Background: an optimization exercise with open tools, aiming at small area, a short achievable clock period and few clock cycles per item. Do not read the settings as production practice.
Where RTL was checked, it was by simulation tests only, not by an equivalence proof against the original.
Power is estimated from default activity; no workload was simulated.

// ptouch_rast
module ptouch_rast (
    input  wire        clk,
    input  wire        rst,         
    input  wire [1:0]  cfg_fmt,     
    input  wire [9:0]  cfg_wd,      
    input  wire [9:0]  cfg_pd,      
    input  wire [9:0]  cfg_tp,      
    input  wire [9:0]  cfg_rm,      
    input  wire        in_valid,
    output wire        in_ready,
    input  wire [31:0] in_pix,      
    output wire        out_valid,
    input  wire        out_ready,
    output wire [7:0]  out_data,
    output wire        out_last
);
Size: about 210 flip-flops, ~89 I/O pins, about 0.015 sq mm of cells after synthesis.
clock: 28.0 ns
lec_check: 0
cap_margin: 20
core_margin: 2
core_utilization: 40
slew_margin: 20
standard.sh (not shown) runs the stock make flow with config.mk's settings and CLKGATE_MAP_FILE= SYNTH_SCRIPT=/design/flow/synth_recipe.tcl, a recipe that flattens the netlist after the stock synthesis.
==> flow/flow/run.sh <==
#!/bin/bash
# The standard layout (bash standard.sh, standard synthesis unchanged) with
# two placement/CTS choices passed through ORFS's own variables:
#  - port buffers: plain buf_1 cells instead of the delay cells that
#    buffer_ports picks by default;
#  - clock tree: larger sink clusters and no dummy loads.
# make's full output goes to standard.log; ORFS's per-step logs stay under orfs/logs.
set -euo pipefail
export BUFFER_PORTS_ARGS="-buffer_cell sky130_fd_sc_hd__buf_1"
export CTS_ARGS="-sink_clustering_enable -repair_clock_nets -dont_use_dummy_load -sink_clustering_size 14 -sink_clustering_max_diameter 100 -buf_list sky130_fd_sc_hd__clkbuf_8"
bash standard.sh > standard.log 2>&1
Testbench counts at the start, summed over its fixed seeds: cycles 307,095, items 303,778.
Edit:
--- a/flow/flow/run.sh
+++ b/flow/flow/run.sh
@@ -5,2 +5,4 @@
 #    buffer_ports picks by default;
+#  - before the placement resizer, flow/outdrive.tcl gives the flip-flops
+#    that drive output ports the next drive strength;
 #  - clock tree: larger sink clusters and no dummy loads.
@@ -9,2 +11,3 @@
 export BUFFER_PORTS_ARGS="-buffer_cell sky130_fd_sc_hd__buf_1"
+export PRE_RESIZE_TCL="$PWD/flow/outdrive.tcl"
 export CTS_ARGS="-sink_clustering_enable -repair_clock_nets -dont_use_dummy_load -sink_clustering_size 14 -sink_clustering_max_diameter 100 -buf_list sky130_fd_sc_hd__clkbuf_8"
==> flow/flow/outdrive.tcl (new file) <==
# Before the placement resizer: the flip-flops that drive output ports (through
# their port buffers) get the next drive strength of the same cell.
set n_up 0
foreach port [all_outputs] {
  set pnet [get_nets -quiet [get_full_name $port]]
  if {[llength $pnet] != 1} { continue }
  foreach bpin [get_pins -quiet -of_objects $pnet -filter "direction==output"] {
    set buf [get_cells -of_objects $bpin]
    foreach ipin [get_pins -quiet -of_objects $buf -filter "direction==input"] {
      set inet [get_nets -quiet -of_objects $ipin]
      foreach dpin [get_pins -quiet -of_objects $inet -filter "direction==output"] {
        set inst [get_cells -of_objects $dpin]
        set master [get_property $inst ref_name]
        if {[regexp {^(sky130_fd_sc_hd__dfxtp)_1$} $master -> base]} {
          replace_cell $inst [get_lib_cells ${base}_2]
          incr n_up
        }
      }
    }
  }
}
puts "outdrive.tcl: upsized $n_up output flip-flops"
- SLEW_MARGIN: 20 -> 60
The new run completed without violations.
Wire length goes up by 0.37%.
Register-to-register slack improves by 120 ps.
Utilization goes up by 0.22 points.
Cell count barely changes.
Power goes up by 0.54%.
Maximum frequency goes up by 2.8%.
Cell area goes up by 0.51%.
Edit:
--- a/flow/flow/run.sh
+++ b/flow/flow/run.sh
@@ -5,4 +5,4 @@
 #    buffer_ports picks by default;
-#  - before the placement resizer, flow/outdrive.tcl gives the flip-flops
-#    that drive output ports the next drive strength;
+#  - before the placement resizer, flow/outdrive.tcl gives the output
+#    ports' buffers and the flip-flops that drive them the next drive strength;
 #  - clock tree: larger sink clusters and no dummy loads.
--- a/flow/flow/outdrive.tcl
+++ b/flow/flow/outdrive.tcl
@@ -1,3 +1,3 @@
-# Before the placement resizer: the flip-flops that drive output ports (through
-# their port buffers) get the next drive strength of the same cell.
+# Before the placement resizer: the output ports' buffers and the flip-flops
+# that drive them get the next drive strength of the same cell.
 set n_up 0
@@ -8,2 +8,5 @@
     set buf [get_cells -of_objects $bpin]
+    if {[get_property $buf ref_name] eq "sky130_fd_sc_hd__buf_1"} {
+      replace_cell $buf [get_lib_cells sky130_fd_sc_hd__buf_2]
+    }
     foreach ipin [get_pins -quiet -of_objects $buf -filter "direction==input"] {
- SLEW_MARGIN: 60 -> 45
What happened: Clock skew grows by 3.7 ps; non-clock buffer count shrinks by 2; die area does not change; routed wire length is about the same; setup slack improved by 32 ps; area after synthesis is unchanged; global-route usage hardly moves; cell area shrinks by about 0.4%; register-to-register slack got worse by 90 ps.
Edit:
--- a/flow/flow/run.sh
+++ b/flow/flow/run.sh
@@ -5,4 +5,2 @@
 #    buffer_ports picks by default;
-#  - before the placement resizer, flow/outdrive.tcl gives the output
-#    ports' buffers and the flip-flops that drive them the next drive strength;
 #  - clock tree: larger sink clusters and no dummy loads.
@@ -11,3 +9,2 @@
 export BUFFER_PORTS_ARGS="-buffer_cell sky130_fd_sc_hd__buf_1"
-export PRE_RESIZE_TCL="$PWD/flow/outdrive.tcl"
 export CTS_ARGS="-sink_clustering_enable -repair_clock_nets -dont_use_dummy_load -sink_clustering_size 14 -sink_clustering_max_diameter 100 -buf_list sky130_fd_sc_hd__clkbuf_8"
- SLEW_MARGIN: 45 -> 60
removed: flow/flow/outdrive.tcl
- combinational power rises by about 0.7%
- clock power is about the same
- count of clock-buffer cells in the layout stays the same
- power barely changes
- routed wire length hardly moves
- setup slack gets worse by 71 ps
- synthesized cell count stays the same
- cell count stays flat
- first-iteration DRC count does not change
- register-to-register slack gains 100 ps

========
ptouch_rast again, from the RTL that the note above started with.
Design ptouch_rast, start of the top module:
module ptouch_rast (
    input  wire        clk,
    input  wire        rst,         
    input  wire [1:0]  cfg_fmt,     
    input  wire [9:0]  cfg_wd,      
    input  wire [9:0]  cfg_pd,      
    input  wire [9:0]  cfg_tp,      
    input  wire [9:0]  cfg_rm,      
    input  wire        in_valid,
    output wire        in_ready,
    input  wire [31:0] in_pix,      
    output wire        out_valid,
    input  wire        out_ready,
    output wire [7:0]  out_data,
    output wire        out_last
);
==> flow/config.mk <==
export PLATFORM = sky130hd
export DESIGN_NAME = ptouch_rast
export DESIGN_NICKNAME = ptouch_rast
export VERILOG_FILES = /design/flow/design.v
export SDC_FILE = /design/flow/constraint.sdc
export NUM_CORES = 4
export LEC_CHECK = 0
export CAP_MARGIN = 20
export CORE_MARGIN = 2
export CORE_UTILIZATION = 40
export SLEW_MARGIN = 75
==> flow/constraint.sdc <==
create_clock -name core_clock -period 28.0 [get_ports {clk}]
set_input_delay 5.6000 -clock core_clock [delete_from_list [all_inputs] [get_ports {clk}]]
set_output_delay 5.6000 -clock core_clock [all_outputs]
set_load 0.01 [all_outputs]
==> flow/flow/run.sh <==
#!/bin/bash
# The standard layout (bash standard.sh, standard synthesis unchanged) with
# two placement/CTS choices passed through ORFS's own variables:
#  - port buffers: plain buf_1 cells instead of the delay cells that
#    buffer_ports picks by default;
#  - before the placement resizer, flow/outdrive.tcl gives the output
#    ports' buffers and the flip-flops that drive them the next drive strength;
#  - clock tree: larger sink clusters and no dummy loads.
# make's full output goes to standard.log; ORFS's per-step logs stay under orfs/logs.
set -euo pipefail
export BUFFER_PORTS_ARGS="-buffer_cell sky130_fd_sc_hd__buf_1"
export PRE_RESIZE_TCL="$PWD/flow/outdrive.tcl"
export CTS_ARGS="-sink_clustering_enable -repair_clock_nets -dont_use_dummy_load -sink_clustering_size 14 -sink_clustering_max_diameter 100 -buf_list sky130_fd_sc_hd__clkbuf_8"
bash standard.sh > standard.log 2>&1
==> flow/flow/outdrive.tcl <==
# Before the placement resizer: the output ports' buffers and the flip-flops
# that drive them get the next drive strength of the same cell.
set n_up 0
foreach port [all_outputs] {
  set pnet [get_nets -quiet [get_full_name $port]]
  if {[llength $pnet] != 1} { continue }
  foreach bpin [get_pins -quiet -of_objects $pnet -filter "direction==output"] {
    set buf [get_cells -of_objects $bpin]
    if {[get_property $buf ref_name] eq "sky130_fd_sc_hd__buf_1"} {
      replace_cell $buf [get_lib_cells sky130_fd_sc_hd__buf_2]
    }
    foreach ipin [get_pins -quiet -of_objects $buf -filter "direction==input"] {
      set inet [get_nets -quiet -of_objects $ipin]
      foreach dpin [get_pins -quiet -of_objects $inet -filter "direction==output"] {
        set inst [get_cells -of_objects $dpin]
        set master [get_property $inst ref_name]
        if {[regexp {^(sky130_fd_sc_hd__dfxtp)_1$} $master -> base]} {
          replace_cell $inst [get_lib_cells ${base}_2]
          incr n_up
        }
      }
    }
  }
}
puts "outdrive.tcl: upsized $n_up output flip-flops"
Testbench counts at the start, summed over its fixed seeds: cycles 307,095, items 303,778.
Rerun with:
Settings changed: GPL_TIMING_DRIVEN set to 0, SLEW_MARGIN 75 to 60.
After rerunning: Die area stays the same. Sequential share of layout area barely changes. Area after synthesis stays the same. Sequential cell count does not change. First-iteration DRC count rises by a quarter to a third. Total power falls slightly. Setup slack got worse by 0.78 ns. Via count rises by a few percent. Wire length rises by roughly a tenth. Register-to-register slack got worse by 1.1 ns. Critical path depth rises by 23.
Rerun with:
Settings changed: GPL_TIMING_DRIVEN 0 to not set.
After rerunning:
- power decreases slightly
- final area decreases slightly
- hold slack improved by 0.027 ns
- flip-flop and latch count stays the same
- setup slack improves by 0.79 ns
- routed wire length shrinks by a little under a tenth
- fmax came out higher by roughly a tenth
- utilization came out lower by 0.53 points
Rerun with:
Settings changed: PLACE_DENSITY set to 0.75.
After rerunning: The changed run went through all stages and came out clean; register-to-register slack improved by 0.09 ns; power goes down by 1.0%; sequential power hardly moves; hold slack got worse by 0.029 ns; clock skew goes down by 0.017 ns; die area is unchanged; clock-buffer cell count is unchanged; critical path depth goes up by 3.

========
ptouch_rast, a different RTL version from the one above (not shown whole).
For scale: about 1,500 cells after synthesis, roughly 220 flip-flops, ~89 I/O pins, about 15,000 um2 of cells after synthesis.
clock: 28.0 ns
lec_check: 0
cap_margin: 20
core_margin: 2
core_utilization: 55
cts_buf_list: sky130_fd_sc_hd__clkbuf_4 sky130_fd_sc_hd__clkbuf_8
slew_margin: 20
==> flow/flow/run.sh <==
#!/bin/bash
# The standard layout, with plain buffers (buf_2) on the ports instead of
# the delay cells buffer_ports picks by default.
set -euo pipefail
export BUFFER_PORTS_ARGS="-buffer_cell sky130_fd_sc_hd__buf_2"
bash standard.sh > standard.log 2>&1
Change:
CORE_UTILIZATION = 40   (was 55)
CTS_BUF_LIST = unset   (was sky130_fd_sc_hd__clkbuf_4 sky130_fd_sc_hd__clkbuf_8)
The changed run completed without violations; count of clock-buffer cells in the layout shrinks by 20; final area grows by 2.2%; first-iteration DRC count shrinks by 9.9%; sequential power stays flat; synthesized cell count stays the same; combinational power is about the same; wire length shrinks by 0.62%; flip-flop and latch count does not change.
No functional check of the RTL was part of any run of this note.

========
ptouch_rast, a different RTL version from the one above (not shown whole).
For scale: roughly 1,500 cells after synthesis, roughly 220 flip-flops, about 0.015 sq mm of cells after synthesis.
clock: 28.0 ns
lec_check: 0
cap_margin: 20
core_margin: 2
core_utilization: 40
slew_margin: 20
==> flow/flow/run.sh <==
#!/bin/bash
# The standard layout (bash standard.sh, standard synthesis unchanged) with
# placement/CTS choices passed through ORFS's own variables:
#  - port buffers: plain buf_2 cells instead of the delay cells that
#    buffer_ports picks by default;
#  - before the placement resizer, flow/upsize.tcl gives the drivers of
#    high-fanout nets a stronger cell of the same function;
#  - clock tree: larger sink clusters and no dummy loads.
# make's full output goes to standard.log; ORFS's per-step logs stay under orfs/logs.
set -euo pipefail
export BUFFER_PORTS_ARGS="-buffer_cell sky130_fd_sc_hd__buf_2"
export PRE_RESIZE_TCL="$PWD/flow/upsize.tcl"
export CTS_ARGS="-sink_clustering_enable -repair_clock_nets -dont_use_dummy_load -sink_clustering_size 20 -sink_clustering_max_diameter 120"
bash standard.sh > standard.log 2>&1
==> flow/flow/upsize.tcl <==
# Before the placement resizer: give the drivers of high-fanout nets a
# stronger cell of the same function (nothing else changes), and keep the
# delay cells out of the resizer's buffer choice.
set_dont_use [get_lib_cells {sky130_fd_sc_hd__clkdlybuf4s*}]
set n_up 0
foreach net [get_nets *] {
  set loads [get_pins -quiet -of_objects $net -filter "direction==input"]
  if {[llength $loads] < 6} { continue }
  set drv [get_pins -quiet -of_objects $net -filter "direction==output"]
  if {[llength $drv] != 1} { continue }
  set inst [get_cells -of_objects $drv]
  set master [get_property $inst ref_name]
  if {![regexp {^(sky130_fd_sc_hd__[a-z0-9]+)_(0|1)$} $master -> base sz]} { continue }
  if {[string match "*df*" $base] || [string match "*dl*" $base]} { continue }
  set want [expr {[llength $loads] >= 12 ? 4 : 2}]
  foreach s [list $want 2] {
    set cand [get_lib_cells -quiet ${base}_$s]
    if {[llength $cand] == 1 && ![get_property $cand dont_use]} {
      replace_cell $inst $cand
      incr n_up
      break
    }
  }
}
puts "upsize.tcl: upsized $n_up drivers of high-fanout nets"
Testbench counts at the start, summed over its fixed seeds: cycles 306,604, items 303,778.
Next try:
==> flow/flow/run.sh (replaced) <==
#!/bin/bash
# The standard layout (bash standard.sh, standard synthesis unchanged) with
# two placement/CTS choices passed through ORFS's own variables:
#  - port buffers: plain buf_1 cells instead of the delay cells that
#    buffer_ports picks by default;
#  - clock tree: larger sink clusters and no dummy loads.
# make's full output goes to standard.log; ORFS's per-step logs stay under orfs/logs.
set -euo pipefail
export BUFFER_PORTS_ARGS="-buffer_cell sky130_fd_sc_hd__buf_1"
export CTS_ARGS="-sink_clustering_enable -repair_clock_nets -dont_use_dummy_load -sink_clustering_size 14 -sink_clustering_max_diameter 100 -buf_list sky130_fd_sc_hd__clkbuf_8"
bash standard.sh > standard.log 2>&1
SLEW_MARGIN = 60   (was 20)
removed: flow/flow/upsize.tcl
=> Via count shrinks by 0.85%. Count of clock-buffer cells in the layout rose by 6. Total power fell by 2.5%. Setup slack stays flat. Flip-flop and latch count does not change. Cell area goes down by 1.2%. Worst hold slack gets worse by 0.0060 ns.

========
ptouch_rast, a different RTL version from the one above (not shown whole).
Size: roughly 1500 cells after synthesis, ~220 flip-flops, roughly 89 I/O pins, about 15000 sq um of cells after synthesis.
Settings: LEC_CHECK=0, CAP_MARGIN=20, CORE_MARGIN=2, CORE_UTILIZATION=40, SLEW_MARGIN=20; clock period 28.0 ns.
==> flow/flow/run.sh <==
#!/bin/bash
# The standard layout, with plain buffers (buf_2) on the ports instead of
# the delay cells buffer_ports picks by default, and a clock tree built from
# larger sink clusters without dummy loads.
set -euo pipefail
export BUFFER_PORTS_ARGS="-buffer_cell sky130_fd_sc_hd__buf_2"
export CTS_ARGS="-sink_clustering_enable -repair_clock_nets -dont_use_dummy_load -sink_clustering_size 30"
bash standard.sh > standard.log 2>&1
Testbench counts at the start, summed over its fixed seeds: cycles 306,604, items 303,778.
Next try:
==> flow/flow/run.sh (replaced) <==
#!/bin/bash
# The standard layout (bash standard.sh, standard synthesis unchanged) with
# placement/CTS choices passed through ORFS's own variables:
#  - port buffers: plain buf_2 cells instead of the delay cells that
#    buffer_ports picks by default;
#  - a fanout limit for the placement resizer (flow/fanout.tcl);
#  - clock tree: larger sink clusters and no dummy loads.
# make's full output goes to standard.log; ORFS's per-step logs stay under orfs/logs.
set -euo pipefail
export BUFFER_PORTS_ARGS="-buffer_cell sky130_fd_sc_hd__buf_2"
export PRE_RESIZE_TCL="$PWD/flow/fanout.tcl"
export CTS_ARGS="-sink_clustering_enable -repair_clock_nets -dont_use_dummy_load -sink_clustering_size 20 -sink_clustering_max_diameter 120"
bash standard.sh > standard.log 2>&1
==> flow/flow/fanout.tcl (new file) <==
# Before the placement resizer: limit fanout, so repair_design splits the
# few high-fanout control nets with buffers.
set_max_fanout 10 [current_design]
Power drops by 3.8%.
Die area stays the same.
Combinational power climbs by 4.0%.
Final area climbs by 3.3%.
Critical path depth climbs by 4.
Hold slack gets better by 0.011 ns.
Non-clock buffer count climbs by 78.
Routed wire length climbs by 8.2%.
Next try:
==> flow/flow/run.sh (replaced) <==
#!/bin/bash
# The standard layout (bash standard.sh, standard synthesis unchanged) with
# two placement/CTS choices passed through ORFS's own variables:
#  - port buffers: plain buf_2 cells instead of the delay cells that
#    buffer_ports picks by default;
#  - clock tree: larger sink clusters and no dummy loads.
# make's full output goes to standard.log; ORFS's per-step logs stay under orfs/logs.
set -euo pipefail
export BUFFER_PORTS_ARGS="-buffer_cell sky130_fd_sc_hd__buf_2"
export CTS_ARGS="-sink_clustering_enable -repair_clock_nets -dont_use_dummy_load -sink_clustering_size 20 -sink_clustering_max_diameter 120"
bash standard.sh > standard.log 2>&1
Settings changed: SLEW_MARGIN 20 to 60.
removed: flow/flow/fanout.tcl
=> Final cell count came out lower by 3.5%. Total power goes down by 1.4%. Critical path depth went down by 3. Worst setup slack improved by 1.1 ns. Clock-buffer cell count stays the same.
Next try:
==> flow/flow/run.sh (replaced) <==
#!/bin/bash
# The standard layout, with plain buffers (buf_2) on the ports instead of
# the delay cells buffer_ports picks by default, and a clock tree built from
# larger sink clusters without dummy loads.
set -euo pipefail
export BUFFER_PORTS_ARGS="-buffer_cell sky130_fd_sc_hd__buf_2"
export CTS_ARGS="-sink_clustering_enable -repair_clock_nets -dont_use_dummy_load -sink_clustering_size 30 -sink_clustering_max_diameter 150"
bash standard.sh > standard.log 2>&1
Settings changed: SLEW_MARGIN 60 to 80.
What happened:
- setup slack improved by 0.15 ns
- global-route usage hardly moves
- sequential power barely changes
- hold slack improved by 0.0070 ns
- total power rose by a few percent
- first-iteration DRC count fell by roughly a tenth
Next try:
==> flow/flow/run.sh (replaced) <==
#!/bin/bash
# The standard layout (bash standard.sh, standard synthesis unchanged) with
# placement/CTS choices passed through ORFS's own variables:
#  - port buffers: plain buf_2 cells instead of the delay cells that
#    buffer_ports picks by default;
#  - a fanout limit for the placement resizer (flow/fanout.tcl);
#  - clock tree: larger sink clusters and no dummy loads.
# make's full output goes to standard.log; ORFS's per-step logs stay under orfs/logs.
set -euo pipefail
export BUFFER_PORTS_ARGS="-buffer_cell sky130_fd_sc_hd__buf_2"
export PRE_RESIZE_TCL="$PWD/flow/fanout.tcl"
export CTS_ARGS="-sink_clustering_enable -repair_clock_nets -dont_use_dummy_load -sink_clustering_size 20 -sink_clustering_max_diameter 120"
bash standard.sh > standard.log 2>&1
==> flow/flow/fanout.tcl (new file) <==
# Before the placement resizer: limit fanout, so repair_design splits the
# few high-fanout control nets with buffers, and keep the delay cells out
# of its buffer choice.
set_dont_use [get_lib_cells {sky130_fd_sc_hd__clkdlybuf4s*}]
set_max_fanout 10 [current_design]
Settings changed: SLEW_MARGIN 80 to 20.
What happened: The changed run produced a clean layout; design area falls by 3.3%; setup slack gets worse by 0.31 ns; die area is unchanged; via count climbs by 3.7%; utilization goes down by 1.5 points; sequential power fell by about 2%.
Next try:
==> flow/flow/run.sh (replaced) <==
#!/bin/bash
# The standard layout, with plain buffers (buf_2) on the ports instead of
# the delay cells buffer_ports picks by default, and a clock tree built from
# larger sink clusters without dummy loads.
set -euo pipefail
export BUFFER_PORTS_ARGS="-buffer_cell sky130_fd_sc_hd__buf_2"
export CTS_ARGS="-sink_clustering_enable -repair_clock_nets -dont_use_dummy_load -sink_clustering_size 30"
bash standard.sh > standard.log 2>&1
Settings changed: SLEW_MARGIN 20 to 60.
removed: flow/flow/fanout.tcl
The changed run finished with timing, DRC and antenna clean.
Final cell count goes down by a few percent.
Clock-buffer cell count came out higher by 10.
Critical path depth drops by 1.
Global-route usage went down by 1.3 points.
Total power is higher by a few percent.

==> port drivers added, routing unchanged <==
No port has a modelled driver above. Below, the same layouts with a new extraction and two added sets of constraints. Step 1, drivers: a clkbuf_16 drives clk and a buf_2 each remaining input, both assumed. Step 2 moves the port delays by t, midway between the first and last clock arrival at a register: inputs arrive t later, outputs are due t later. That takes back most of the time a late clock gives input paths. Three values: ideal ports, drivers, drivers and shift; two values: the first two.
| run | t (ns) | setup slack, ns | worst setup path at the end | worst slew at a driven data input, ns | pins driven straight from the clock port |
|---|---|---|---|---|---|
| the first run of note 1 | 0.569 | 21.122 / 21.146 / 20.578 | input to register | 0.04 | 1 |
| the second run of note 1 | 0.570 | 21.308 / 21.262 / 20.966 | input to register | 0.04 | 1 |
| the third run of note 1 | 0.575 | 21.341 / 21.295 / 20.894 | input to register | 0.04 | 1 |
| the fourth run of note 1 | 0.574 | 21.269 / 21.222 / 20.984 | input to register | 0.04 | 1 |
| the first run of note 2 | 0.581 | 21.334 / 21.289 / 21.160 | input to register | 0.04 | 1 |
| the second run of note 2 | 0.592 | 20.551 / 20.551 / 20.506 | input to register | 0.05 | 1 |
| the third run of note 2 | 0.574 | 21.344 / 21.295 / 20.971 | input to register | 0.04 | 1 |
| the fourth run of note 2 | 0.574 | 21.216 / 21.217 / 20.644 | input to register | 0.05 | 1 |
| the first run of note 3 | 0.585 | 20.477 / 20.505 / 19.920 | input to register | 0.05 | 1 |
| the second run of note 3 | 0.609 | 20.686 / 20.714 / 20.105 | input to register | 0.04 | 1 |
| the first run of note 4 | 0.530 | 21.199 / 21.143 / 21.007 | input to register | 0.07 | 1 |
| the second run of note 4 | 0.581 | 21.200 / 21.152 / 20.830 | input to register | 0.07 | 1 |
| the first run of note 5 | 0.564 | 20.672 / 20.703 / 20.139 | input to register | 0.03 | 1 |
| the second run of note 5 | 0.541 | 19.829 / 19.869 / 19.328 | input to register | 0.04 | 1 |
| the third run of note 5 | 0.535 | 20.941 / 20.977 / 20.441 | input to register | 0.04 | 1 |
| the fourth run of note 5 | 0.516 | 21.090 / 21.122 / 20.607 | input to register | 0.04 | 1 |
| the fifth run of note 5 | 0.533 | 20.782 / 20.818 / 20.285 | input to register | 0.04 | 1 |
| the sixth run of note 5 | 0.564 | 20.974 / 21.009 / 20.445 | input to register | 0.04 | 1 |
After both steps setup and hold are still met in every run listed. For the second run of note 3, which loses most, drivers alone change the setup slack by +0.028 ns; drivers and shift together by -0.581 ns.
